Source: an optimization exercise on an open RTL-to-GDS flow (aim: small area, a short achievable clock period and few clock cycles per item). Production flows keep margins and buffers that such runs may drop.
The RTL was checked by simulation tests, not by an equivalence proof against the original design.
Power and IR drop assume default switching activity.

## run.sh

```bash
#!/bin/bash
# synth_recipe.tcl (not shown) runs the flow's synth.tcl, then flattens the netlist and writes it again
# the make line also repeats each setting of config.mk as NAME=value (left out here)
make -C /OpenROAD-flow-scripts/flow DESIGN_CONFIG=/design/flow/config.mk WORK_HOME=/design/flow/orfs CLKGATE_MAP_FILE= SYNTH_SCRIPT=/design/flow/synth_recipe.tcl finish
```

## config.mk

```make
export PLATFORM = sky130hd
export DESIGN_NAME = tbc_arith
export DESIGN_NICKNAME = tbc_arith
export VERILOG_FILES = /design/flow/design.v
export SDC_FILE = /design/flow/constraint.sdc
export NUM_CORES = 4
export LEC_CHECK = 0
export CAP_MARGIN = 20
export CORE_MARGIN = 2
export CORE_UTILIZATION = 30
export SLEW_MARGIN = 20
```

## constraint.sdc

```tcl
create_clock -name core_clock -period 25.0 [get_ports {clk}]
set_input_delay 5.0000 -clock core_clock [delete_from_list [all_inputs] [get_ports {clk}]]
set_output_delay 5.0000 -clock core_clock [all_outputs]
set_load 0.01 [all_outputs]
```

## design.v

```verilog
module tbc_arith (
    input  wire        clk,
    input  wire        rst,
    input  wire        start,
    input  wire [31:0] cmd,
    input  wire [31:0] arg0,
    input  wire [31:0] arg1,
    input  wire [31:0] arg2,
    input  wire [31:0] arg3,
    input  wire [31:0] arg4,
    output reg         busy,
    output reg         done,
    output reg  [3:0]  err,
    output reg  [31:0] res0,
    output reg  [31:0] res1,
    output reg  [31:0] res2,
    output reg  [31:0] res3,
    output reg  [31:0] res4,
    output reg  [31:0] res5,
    output reg  [31:0] budget_us
);
    localparam [3:0] E_NONE = 4'd0, E_ILLEGAL = 4'd1, E_RANGE = 4'd2,
                     E_VALIDATION = 4'd3, E_DIV0 = 4'd4;
    localparam [3:0] OP_ILLEGAL   = 4'd0,
                     OP_DEC_TO    = 4'd1,
                     OP_ENC_TO    = 4'd2,
                     OP_MACRO     = 4'd3,
                     OP_M2U       = 4'd4,
                     OP_U2M       = 4'd5,
                     OP_SEQ_DEC   = 4'd6,
                     OP_VCSEL_DEC = 4'd7,
                     OP_VENC_PRE  = 4'd8,
                     OP_VENC_FIN  = 4'd9,
                     OP_STEP_TO   = 4'd10,
                     OP_BUDGET_GET= 4'd11,
                     OP_BUDGET_SET= 4'd12,
                     OP_SRL_ENC   = 4'd13,
                     OP_SRL_DEC   = 4'd14;
    localparam [21:0] MACRO_NS_X1000 = 22'd3813120;   
    localparam [34:0] OVH_START_GET = 35'd1910, OVH_START_SET = 35'd1320,
                      OVH_END = 35'd960, OVH_MSRC = 35'd660, OVH_TCC = 35'd590,
                      OVH_DSS = 35'd690, OVH_PRE = 35'd660, OVH_FINAL = 35'd550;
    localparam [31:0] MIN_BUDGET_US = 32'd20000;
    localparam [1:0] ST_IDLE = 2'd0, ST_RUN = 2'd1, ST_DIV = 2'd2;
    function [16:0] dec_to;
        input [15:0] r;
        reg   [23:0] sh;
        begin
            if (r[7:0] == 8'd0)
                dec_to = {1'b0, 16'd1};
            else if (r[15:8] > 8'd15)
                dec_to = {1'b1, 16'd0};
            else begin
                sh = {16'd0, r[7:0]} << r[11:8];
                if (sh > 24'h00FFFE)
                    dec_to = {1'b1, 16'd0};
                else
                    dec_to = {1'b0, sh[15:0] + 16'd1};
            end
        end
    endfunction
    function [15:0] enc_to;
        input [15:0] t;
        reg   [15:0] ls;
        reg   [15:0] sh;
        reg   [3:0]  m;
        integer i;
        begin
            if (t == 16'd0)
                enc_to = 16'd0;
            else begin
                ls = t - 16'd1;
                m = 4'd0;
                for (i = 8; i < 16; i = i + 1)
                    if (ls[i]) m = i - 7;
                sh = ls >> m;
                enc_to = {4'd0, m, sh[7:0]};
            end
        end
    endfunction
    function [34:0] step_sum;
        input [7:0]  seq;
        input [31:0] msrc_us;
        input [31:0] pre_us;
        reg   [34:0] b;
        begin
            b = 35'd0;
            if (seq[4]) b = b + msrc_us + OVH_TCC;
            if (seq[2]) b = b + ({3'd0, msrc_us} + OVH_DSS) * 2;
            else if (seq[3]) b = b + msrc_us + OVH_MSRC;
            if (seq[6]) b = b + pre_us + OVH_PRE;
            step_sum = b;
        end
    endfunction
    reg [1:0]  state;
    reg [2:0]  step;
    reg [3:0]  op;
    reg [31:0] a0, a1, a2, a3, a4;
    reg [31:0] t0, t1, t2, t3;    
    reg [3:0] cmd_op;
    always @* begin
        case (cmd)
            32'h00000001: cmd_op = OP_DEC_TO;
            32'h00000002: cmd_op = OP_ENC_TO;
            32'h00000003: cmd_op = OP_MACRO;
            32'h00000004: cmd_op = OP_M2U;
            32'h00000005: cmd_op = OP_U2M;
            32'h00000008: cmd_op = OP_SEQ_DEC;
            32'h00000009: cmd_op = OP_VCSEL_DEC;
            32'h0000000A: cmd_op = OP_VENC_PRE;
            32'h0100000A: cmd_op = OP_VENC_FIN;
            32'h0000000B: cmd_op = OP_STEP_TO;
            32'h0000000C: cmd_op = OP_BUDGET_GET;
            32'h0000000D: cmd_op = OP_BUDGET_SET;
            32'h0000000E: cmd_op = OP_SRL_ENC;
            32'h0000000F: cmd_op = OP_SRL_DEC;
            default:      cmd_op = OP_ILLEGAL;
        endcase
    end
    reg  [51:0] dv_q;      
    reg  [19:0] dv_d;
    reg  [20:0] dv_r;
    reg  [5:0]  dv_cnt;
    wire [20:0] dv_shift = {dv_r[19:0], dv_q[51]};
    wire        dv_ge    = dv_shift >= {1'b0, dv_d};
    reg  [31:0] mul_a;
    reg  [19:0] mul_b;
    reg  [19:0] add_c;
    reg  [19:0] div_d;
    wire [51:0] dividend = mul_a * mul_b + add_c;
    wire [7:0]  seq      = a0[7:0];
    wire        en_tcc   = seq[4];
    wire        en_msrc  = seq[3];
    wire        en_dss   = seq[2];
    wire        en_pre   = seq[6];
    wire        en_final = seq[7];
    wire [16:0] dt_dec = dec_to(a0[15:0]);
    wire [7:0]  st_pre_vr  = a0[15:8];
    wire [7:0]  st_fin_vr  = a0[23:16];
    wire [8:0]  st_msrc_mc = {1'b0, a0[31:24]} + 9'd1;
    wire [8:0]  st_pre_pc  = {st_pre_vr, 1'b0} + 9'd2;
    wire [8:0]  st_fin_pc  = {st_fin_vr, 1'b0} + 9'd2;
    wire [16:0] st_pre_dec = dec_to(a1[15:0]);
    wire [16:0] st_fin_dec = dec_to(a1[31:16]);
    wire [15:0] st_pre_sub = en_pre ? st_pre_dec[15:0] : 16'd0;
    wire [16:0] st_fin_mc  = {1'b0, st_fin_dec[15:0]} - {1'b0, st_pre_sub};
    wire        st_range   = (st_pre_vr >= 8'd127) || (st_fin_vr >= 8'd127) ||
                             st_pre_dec[16] || st_fin_dec[16] || st_fin_mc[16];
    wire [34:0] bg_sum  = OVH_START_GET + OVH_END + step_sum(seq, a1, a2) +
                          (en_final ? ({3'd0, a3} + OVH_FINAL) : 35'd0);
    wire [34:0] bs_used = OVH_START_SET + OVH_END + step_sum(seq, a1, a2) + OVH_FINAL;
    wire [31:0] bs_fin_us = a4 - bs_used[31:0];
    wire [52:0] bs_fin_mc = {1'b0, dv_q} + (en_pre ? {37'd0, a3[15:0]} : 53'd0);
    wire        srl_s    = a0[31];
    wire [7:0]  srl_x    = a0[30:23];
    wire [23:0] srl_mant = {1'b1, a0[22:0]};
    wire        srl_zero = (srl_x == 8'd0) && (a0[22:0] == 23'd0);
    wire        srl_bad  = (srl_x == 8'd255) || (srl_s && !srl_zero) ||
                           (srl_x > 8'd135) ||
                           (srl_x == 8'd135 && srl_mant > 24'hFFFEB8);
    wire [7:0]  srl_shift = 8'd143 - srl_x;
    wire [23:0] srl_q     = (srl_x < 8'd120) ? 24'd0 : (srl_mant >> srl_shift[4:0]);
    reg  [3:0]  sd_k;
    integer     j;
    always @* begin
        sd_k = 4'd0;
        for (j = 0; j < 16; j = j + 1)
            if (a0[j]) sd_k = j;
    end
    wire [38:0] sd_sh  = {23'd0, a0[15:0]} << (5'd23 - {1'b0, sd_k});
    wire [31:0] sd_res = (a0[15:0] == 16'd0) ? 32'd0 :
                         {1'b0, {4'd0, sd_k} + 8'd120, sd_sh[22:0]};
    reg        fin;        
    reg [3:0]  fin_err;
    reg        issue;      
    reg [5:0]  wr_mask;    
    reg        wr_budget;
    reg [31:0] n_res0, n_res1, n_res2, n_res3, n_res4, n_res5, n_budget;
    always @* begin
        fin = 1'b0; fin_err = E_NONE; issue = 1'b0;
        wr_mask = 6'd0; wr_budget = 1'b0;
        n_res0 = 32'd0; n_res1 = 32'd0; n_res2 = 32'd0; n_res3 = 32'd0;
        n_res4 = 32'd0; n_res5 = 32'd0; n_budget = 32'd0;
        mul_a = 32'd0; mul_b = 20'd0; add_c = 20'd0; div_d = 20'd1000;
        case (op)
        OP_ILLEGAL: begin
            fin = 1'b1; fin_err = E_ILLEGAL;
        end
        OP_DEC_TO: begin
            fin = 1'b1;
            if (a0[31:16] != 16'd0 || dt_dec[16]) fin_err = E_RANGE;
            else begin wr_mask = 6'b000001; n_res0 = {16'd0, dt_dec[15:0]}; end
        end
        OP_ENC_TO: begin
            fin = 1'b1;
            if (a0[31:16] != 16'd0) fin_err = E_RANGE;
            else begin wr_mask = 6'b000001; n_res0 = {16'd0, enc_to(a0[15:0])}; end
        end
        OP_MACRO: begin
            if (step == 3'd0) begin
                if (a0[31:8] != 24'd0) begin fin = 1'b1; fin_err = E_RANGE; end
                else begin issue = 1'b1; mul_a = MACRO_NS_X1000; mul_b = a0[7:0]; add_c = 20'd500; end
            end else begin
                fin = 1'b1; wr_mask = 6'b000001; n_res0 = dv_q[31:0];
            end
        end
        OP_M2U: begin
            case (step)
            3'd0: begin
                if (a1[31:8] != 24'd0) begin fin = 1'b1; fin_err = E_RANGE; end
                else begin issue = 1'b1; mul_a = MACRO_NS_X1000; mul_b = a1[7:0]; add_c = 20'd500; end
            end
            3'd1: begin
                issue = 1'b1; mul_a = a0; mul_b = dv_q[19:0]; add_c = 20'd500;
            end
            default: begin
                fin = 1'b1;
                if (dv_q[51:32] != 20'd0) fin_err = E_RANGE;
                else begin wr_mask = 6'b000001; n_res0 = dv_q[31:0]; end
            end
            endcase
        end
        OP_U2M: begin
            case (step)
            3'd0: begin
                if (a1[31:8] != 24'd0) begin fin = 1'b1; fin_err = E_RANGE; end
                else begin issue = 1'b1; mul_a = MACRO_NS_X1000; mul_b = a1[7:0]; add_c = 20'd500; end
            end
            3'd1: begin
                if (dv_q[19:0] == 20'd0) begin fin = 1'b1; fin_err = E_DIV0; end
                else begin
                    issue = 1'b1; mul_a = a0; mul_b = 20'd1000;
                    add_c = {1'b0, dv_q[19:1]}; div_d = dv_q[19:0];
                end
            end
            default: begin
                fin = 1'b1; wr_mask = 6'b000001; n_res0 = dv_q[31:0];
            end
            endcase
        end
        OP_SEQ_DEC: begin
            fin = 1'b1;
            if (a0[31:8] != 24'd0) fin_err = E_RANGE;
            else begin
                wr_mask = 6'b000001;
                n_res0 = {27'd0, en_final, en_pre, en_dss, en_msrc, en_tcc};
            end
        end
        OP_VCSEL_DEC: begin
            fin = 1'b1;
            if (a0[31:8] != 24'd0 || a0[7:0] >= 8'd127) fin_err = E_RANGE;
            else begin wr_mask = 6'b000001; n_res0 = {23'd0, a0[7:0], 1'b0} + 32'd2; end
        end
        OP_VENC_PRE, OP_VENC_FIN: begin
            fin = 1'b1;
            if (a0[31:8] != 24'd0) fin_err = E_RANGE;
            else if ((op == OP_VENC_PRE &&
                      !(a0[7:0] == 8'd12 || a0[7:0] == 8'd14 || a0[7:0] == 8'd16 || a0[7:0] == 8'd18)) ||
                     (op == OP_VENC_FIN &&
                      !(a0[7:0] == 8'd8 || a0[7:0] == 8'd10 || a0[7:0] == 8'd12 || a0[7:0] == 8'd14)))
                fin_err = E_VALIDATION;
            else begin wr_mask = 6'b000001; n_res0 = {25'd0, a0[7:1]} - 32'd1; end
        end
        OP_STEP_TO: begin
            case (step)
            3'd0: begin
                if (st_range) begin fin = 1'b1; fin_err = E_RANGE; end
                else begin issue = 1'b1; mul_a = MACRO_NS_X1000; mul_b = st_pre_pc; add_c = 20'd500; end
            end
            3'd1: begin
                issue = 1'b1; mul_a = MACRO_NS_X1000; mul_b = st_fin_pc; add_c = 20'd500;
            end
            3'd2: begin
                issue = 1'b1; mul_a = st_msrc_mc; mul_b = t0[19:0]; add_c = 20'd500;
            end
            3'd3: begin
                issue = 1'b1; mul_a = st_pre_dec[15:0]; mul_b = t0[19:0]; add_c = 20'd500;
            end
            3'd4: begin
                issue = 1'b1; mul_a = st_fin_mc[15:0]; mul_b = t1[19:0]; add_c = 20'd500;
            end
            default: begin
                fin = 1'b1; wr_mask = 6'b111111;
                n_res0 = {7'd0, st_msrc_mc, st_fin_pc[7:0], st_pre_pc[7:0]};
                n_res1 = t2;
                n_res2 = {16'd0, st_pre_dec[15:0]};
                n_res3 = t3;
                n_res4 = {16'd0, st_fin_mc[15:0]};
                n_res5 = dv_q[31:0];
            end
            endcase
        end
        OP_BUDGET_GET: begin
            fin = 1'b1;
            if (a0[31:8] != 24'd0 || bg_sum[34:32] != 3'd0) fin_err = E_RANGE;
            else begin
                wr_mask = 6'b000001; n_res0 = bg_sum[31:0];
                wr_budget = 1'b1; n_budget = bg_sum[31:0];
            end
        end
        OP_BUDGET_SET: begin
            case (step)
            3'd0: begin
                if (a0[31:16] != 16'd0 || a3[31:16] != 16'd0) begin
                    fin = 1'b1; fin_err = E_RANGE;
                end else if (a4 < MIN_BUDGET_US) begin
                    fin = 1'b1; fin_err = E_VALIDATION;
                end else if (!en_final) begin
                    fin = 1'b1; wr_mask = 6'b001000; n_res3 = 32'd0;
                end else if (bs_used > {3'd0, a4}) begin
                    fin = 1'b1; fin_err = E_VALIDATION;
                end else begin
                    issue = 1'b1; mul_a = MACRO_NS_X1000; mul_b = a0[15:8]; add_c = 20'd500;
                end
            end
            3'd1: begin
                if (dv_q[19:0] == 20'd0) begin fin = 1'b1; fin_err = E_DIV0; end
                else begin
                    issue = 1'b1; mul_a = bs_fin_us; mul_b = 20'd1000;
                    add_c = {1'b0, dv_q[19:1]}; div_d = dv_q[19:0];
                end
            end
            default: begin
                fin = 1'b1;
                if (bs_fin_mc > 53'h0FFFF) fin_err = E_RANGE;
                else begin
                    wr_mask = 6'b001111;
                    n_res0 = {16'd0, enc_to(bs_fin_mc[15:0])};
                    n_res1 = {16'd0, bs_fin_mc[15:0]};
                    n_res2 = bs_fin_us;
                    n_res3 = 32'd1;
                    wr_budget = 1'b1; n_budget = a4;
                end
            end
            endcase
        end
        OP_SRL_ENC: begin
            fin = 1'b1;
            if (srl_bad) fin_err = E_VALIDATION;
            else begin
                wr_mask = 6'b000001;
                n_res0 = (srl_x == 8'd0) ? 32'd0 : {8'd0, srl_q};
            end
        end
        OP_SRL_DEC: begin
            fin = 1'b1;
            if (a0[31:16] != 16'd0) fin_err = E_RANGE;
            else begin wr_mask = 6'b000001; n_res0 = sd_res; end
        end
        default: begin
            fin = 1'b1; fin_err = E_ILLEGAL;
        end
        endcase
    end
    always @(posedge clk) begin
        if (rst) begin
            state <= ST_IDLE;
            step <= 3'd0;
            op <= OP_ILLEGAL;
            busy <= 1'b0;
            done <= 1'b0;
            err <= E_NONE;
            res0 <= 32'd0; res1 <= 32'd0; res2 <= 32'd0;
            res3 <= 32'd0; res4 <= 32'd0; res5 <= 32'd0;
            budget_us <= 32'd0;
        end else begin
            done <= 1'b0;
            case (state)
            ST_IDLE: begin
                if (start) begin
                    op <= cmd_op;
                    a0 <= arg0; a1 <= arg1; a2 <= arg2; a3 <= arg3; a4 <= arg4;
                    step <= 3'd0;
                    busy <= 1'b1;
                    state <= ST_RUN;
                end
            end
            ST_RUN: begin
                if (fin) begin
                    done <= 1'b1;
                    busy <= 1'b0;
                    err <= fin_err;
                    state <= ST_IDLE;
                    if (fin_err == E_NONE) begin
                        if (wr_mask[0]) res0 <= n_res0;
                        if (wr_mask[1]) res1 <= n_res1;
                        if (wr_mask[2]) res2 <= n_res2;
                        if (wr_mask[3]) res3 <= n_res3;
                        if (wr_mask[4]) res4 <= n_res4;
                        if (wr_mask[5]) res5 <= n_res5;
                        if (wr_budget) budget_us <= n_budget;
                    end
                end else if (issue) begin
                    dv_q <= dividend;
                    dv_d <= div_d;
                    dv_r <= 21'd0;
                    dv_cnt <= 6'd52;
                    step <= step + 3'd1;
                    state <= ST_DIV;
                    case (step)
                    3'd1: t0 <= dv_q[31:0];
                    3'd2: t1 <= dv_q[31:0];
                    3'd3: t2 <= dv_q[31:0];
                    3'd4: t3 <= dv_q[31:0];
                    default: ;
                    endcase
                end
            end
            ST_DIV: begin
                dv_r <= dv_ge ? dv_shift - {1'b0, dv_d} : dv_shift;
                dv_q <= {dv_q[50:0], dv_ge};
                dv_cnt <= dv_cnt - 6'd1;
                if (dv_cnt == 6'd1) state <= ST_RUN;
            end
            default: state <= ST_IDLE;
            endcase
        end
    end
endmodule
```

==> notes.md <==
area by class of cell:
class,instances,share of cell area (%)
multi-input combinational,6311,61.6
sequential,584,19.1
timing repair buffer,622,7.16
tap,3043,4.74
inverter,961,4.49
clock buffer,87,2.35
clock inverter,44,0.505
antenna,12,0.0374
cell usage in the layout (no fill, tap or decap), drive strengths merged, types with 39 or more instances in the layout:
master,instances
a31oi,61
clkdlybuf4s50,406
o21a,58
a22oi,109
and2,128
dfxtp,222
buf,214
nand2b,89
nand2,865
nand3,224
a22o,66
mux2,39
ha,530
a21o,148
a21oi,566
xor2,130
inv,963
clkbuf,89
a211oi,163
fa,561
and3,81
edfxtp,362
mux2i,113
nor4,75
nor2,713
or3,54
nor3,146
or2,41
o21bai,43
xnor2,215
nor2b,64
o21ai,359
nand4,91
a221oi,51
o211ai,55
stage by stage:
step | cell area [sq um] | total power, uW | hold slack, ns | std cells | utilization (%)
after floorplan | 70300 | 1800 | 0.439 | 8371 | -
after global placement | 77900 | 2270 | 0.447 | 11515 | 33.5
after global routing | 80300 | 3480 | 0.469 | 11654 | 34.5
final | 80300 | 3360 | 0.456 | 11664 | 34.5
after CTS | 80200 | 3330 | 0.456 | 11649 | 34.5
after detailed placement | 77900 | 2270 | 0.450 | 11518 | 33.5
final timing paths:
| kind | startpoint | to | slack, ns | cells after the start |
|---|---|---|---|---|
| setup / recovery | a1[1] | dv_q[51] | 4.31 | 71 |
| hold / removal | t3[16] | res3[16] | 0.46 | 1 |
| setup reg to reg | a1[1] | dv_q[51] | 4.31 | 71 |
| hold reg to reg | t3[16] | res3[16] | 0.46 | 1 |
power groups by stage:
stage | registers [uW] | clock network, uW | logic, uW
after floorplan | 1060 | 0 | 739
after global placement | 1070 | 0 | 1190
after detailed placement | 1070 | 0 | 1200
after CTS | 1050 | 1070 | 1210
after global routing | 1060 | 1100 | 1320
final | 1060 | 1050 | 1250
kinds of logic after synthesis:
group / share of synthesized area (%)
XOR/XNOR: 4.30
flip-flops: 21.8
adder cells (fa/ha/maj): 25.4
buffers and inverters: 8.21
AO/OA/AOI/OAI: 19.6
AND/OR/NAND/NOR: 17.9
other: 0.00534
multiplexers: 2.81
flip-flops by register name, indices dropped and copies added (netlist names), 3 cells and up:
register,cells
dv_r,20
dv_q,52
t0,20
a3,32
res5,32
a1,32
budget_us,32
res0,32
res3,32
t1,20
a4,32
dv_d,20
res1,32
a2,32
res4,16
res2,32
err,3
op,4
t3,32
t2,32
a0,32
step,3
dv_cnt,6
worst max-delay path: cells and delay by family, from the launching register on:
kind,cells,cell delay [ns]
buffers and inverters,7,0.69
multiplexers,3,1.22
AND/OR/NAND/NOR,13,3.16
AO/OA/AOI/OAI,31,8.22
XOR/XNOR,3,0.44
flip-flops,1,0.62
adder cells (fa/ha/maj),14,6.00
layer usage:
layer  global-route usage (%)  wire length (um)  vias to the layer above  share of wire (%)
li1                         -                 -                    29402                  -
met1                     35.2            134000                    33168                 41
met2                     40.4            139000                     3472                 43
met3                     6.33             31600                      732                9.7
met4                     14.4             20300                       40                6.3
met5                        0               276                        -              0.085
==> results.json <==
{
  "fin_ws_ns": 4.31,
  "dr.pass1.iters": 7,
  "synth_area_leaders": "fa_1 (16%), edfxtp_1 (15%), ha_1 (9.4%), dfxtp_1 (6.3%), inv_1 (5.1%)",
  "fin_crit_ns": 20.69,
  "grt_max_degree": 104,
  "slowest_stage": "nor2b_1",
  "dieHeight_um": 488,
  "internal_power_uw": 2010,
  "grt_pass1_vias": 65092,
  "rsz0062_at_grt": "no",
  "cp.required_ns": 25.48,
  "outcome": "finished clean",
  "setup_viol": 0,
  "drt-total-wl_mm": 325,
  "wl_per_cell_um": 27.9,
  "core_sq_um": 233000,
  "numCtsBuffers": 71,
  "period_share_pct": 82.8,
  "dpl_worst_slack_ns": 4.55,
  "nFillCells": 24162,
  "hold_violations": 0,
  "die_w_um": 488,
  "cp_common_cell": "o21ai_0",
  "vias": 66814,
  "nNetsFinal": 9837,
  "syn_area_per_cell_sq_um": 8.40,
  "power_frac_clock_pct": 31.3,
  "place.gp.congestion": 1.02,
  "cts_tree": "done",
  "seqCellArea_sq_um": 15300,
  "syn_inst": 8355,
  "multi_input_area_sq_um": 49500,
  "clock_skew_ns": 0.0753,
  "max-slew-margin-rel_pct": 16.2,
  "synth_most_common_cell": "inv_1",
  "p_comb_share_pct": 37.3,
  "postCtsSetupRepairBufs": 0,
  "p_seq_share_pct": 31.4,
  "initial_core_util_pct": 30.2,
  "path_max_fanout": 16,
  "ys_types": 113,
  "max_cap_viol_count": 0,
  "cts_hold_repair.buffers": 0,
  "route.detailed.drc": 0,
  "tns_ns": 0,
  "syn_area_sq_um": 70200,
  "synth_top_area_cell": "fa_1",
  "critPathLaunchType": "flip-flop",
  "clkSlewWorstSetupHoldPaths_ns": 0.06,
  "ys_seq_area_share_pct": 21.8,
  "synth_edf_count": 362,
  "areaGrowthSynthToFinish_pct": 14.4,
  "grt_overflow": 0,
  "ys.warnings.count": 1,
  "portBuffers": 407,
  "grt_pass1_wl_mm": 466,
  "slowest_delay_ns": 0.90,
  "synthArstFlopShare_pct": 0,
  "p_leak_uw": 0.0331,
  "synth_seq_cells": 584,
  "max_freq_mhz": 48.3,
  "synth_top_cell_area_share_pct": 16.0,
  "num_rows": 177,
  "ant_nets": 0,
  "hold_class": "flip-flop to flip-flop",
  "drive_gt1_share_pct": 6.50,
  "drv_slew": 0,
  "synthFlopType": "edfxtp_1",
  "clockBufferDepth": 3,
  "worst_slew_pin_slew_ns": 1.26,
  "grt_antenna_before_repair": 38,
  "cts.sinks": 584,
  "synth_common_cells": "inv_1 (955), nand2_1 (864), nor2_1 (711)",
  "worstSetupEndpointType": "flip-flop",
  "switchingPower_uw": 1340,
  "ios": 425,
  "critPathArrivalTime_ns": 21.17,
  "p_per_area_nw_per_um2": 41.8,
  "design.die.area_sq_um": 238000,
  "h-tree-depth": 3,
  "grt_usage_pct": 26.7,
  "critPathKind": "flip-flop to flip-flop",
  "cts-resized-gates": 0,
  "clk_latency_ns": 0.76,
  "dp_hpwl_mm": 256,
  "ir_drop_mv": 0.0736,
  "drtIter0Drc": 7107,
  "switching_share_pct": 40.0,
  "via_per_inst": 5.73,
  "root_buffer": "clkbuf_16"
}
Testbench counts, summed over its fixed seeds: cycles 170,910, cmds 2,400.

-- afterwards: timing with drivers on the ports --
Ports are ideal in the flow. The routed layout listed here was re-timed in OpenROAD.
Step 1, drivers: a clkbuf_16 drives clk and a buf_2 each remaining input, both assumed.
Step 2 times the ports against the registers' clock, not the clock port: input delays grow and output delays shrink by t, the midpoint of the rising clock arrivals with the driver on.
a / b / c = no drivers / after step 1 / after step 2; a / b = the first two.
shift t [ns]: 0.825
setup slack, ns: 4.308 / 4.308 / 4.308
hold slack, ns: 0.456 / 0.456 / 0.456
worst register clock-pin slew, ns: 0.07 / 0.07
After both steps setup and hold are still met in this run. For this run, drivers alone change the setup slack by 0.000 ns; drivers and shift together by 0.000 ns.
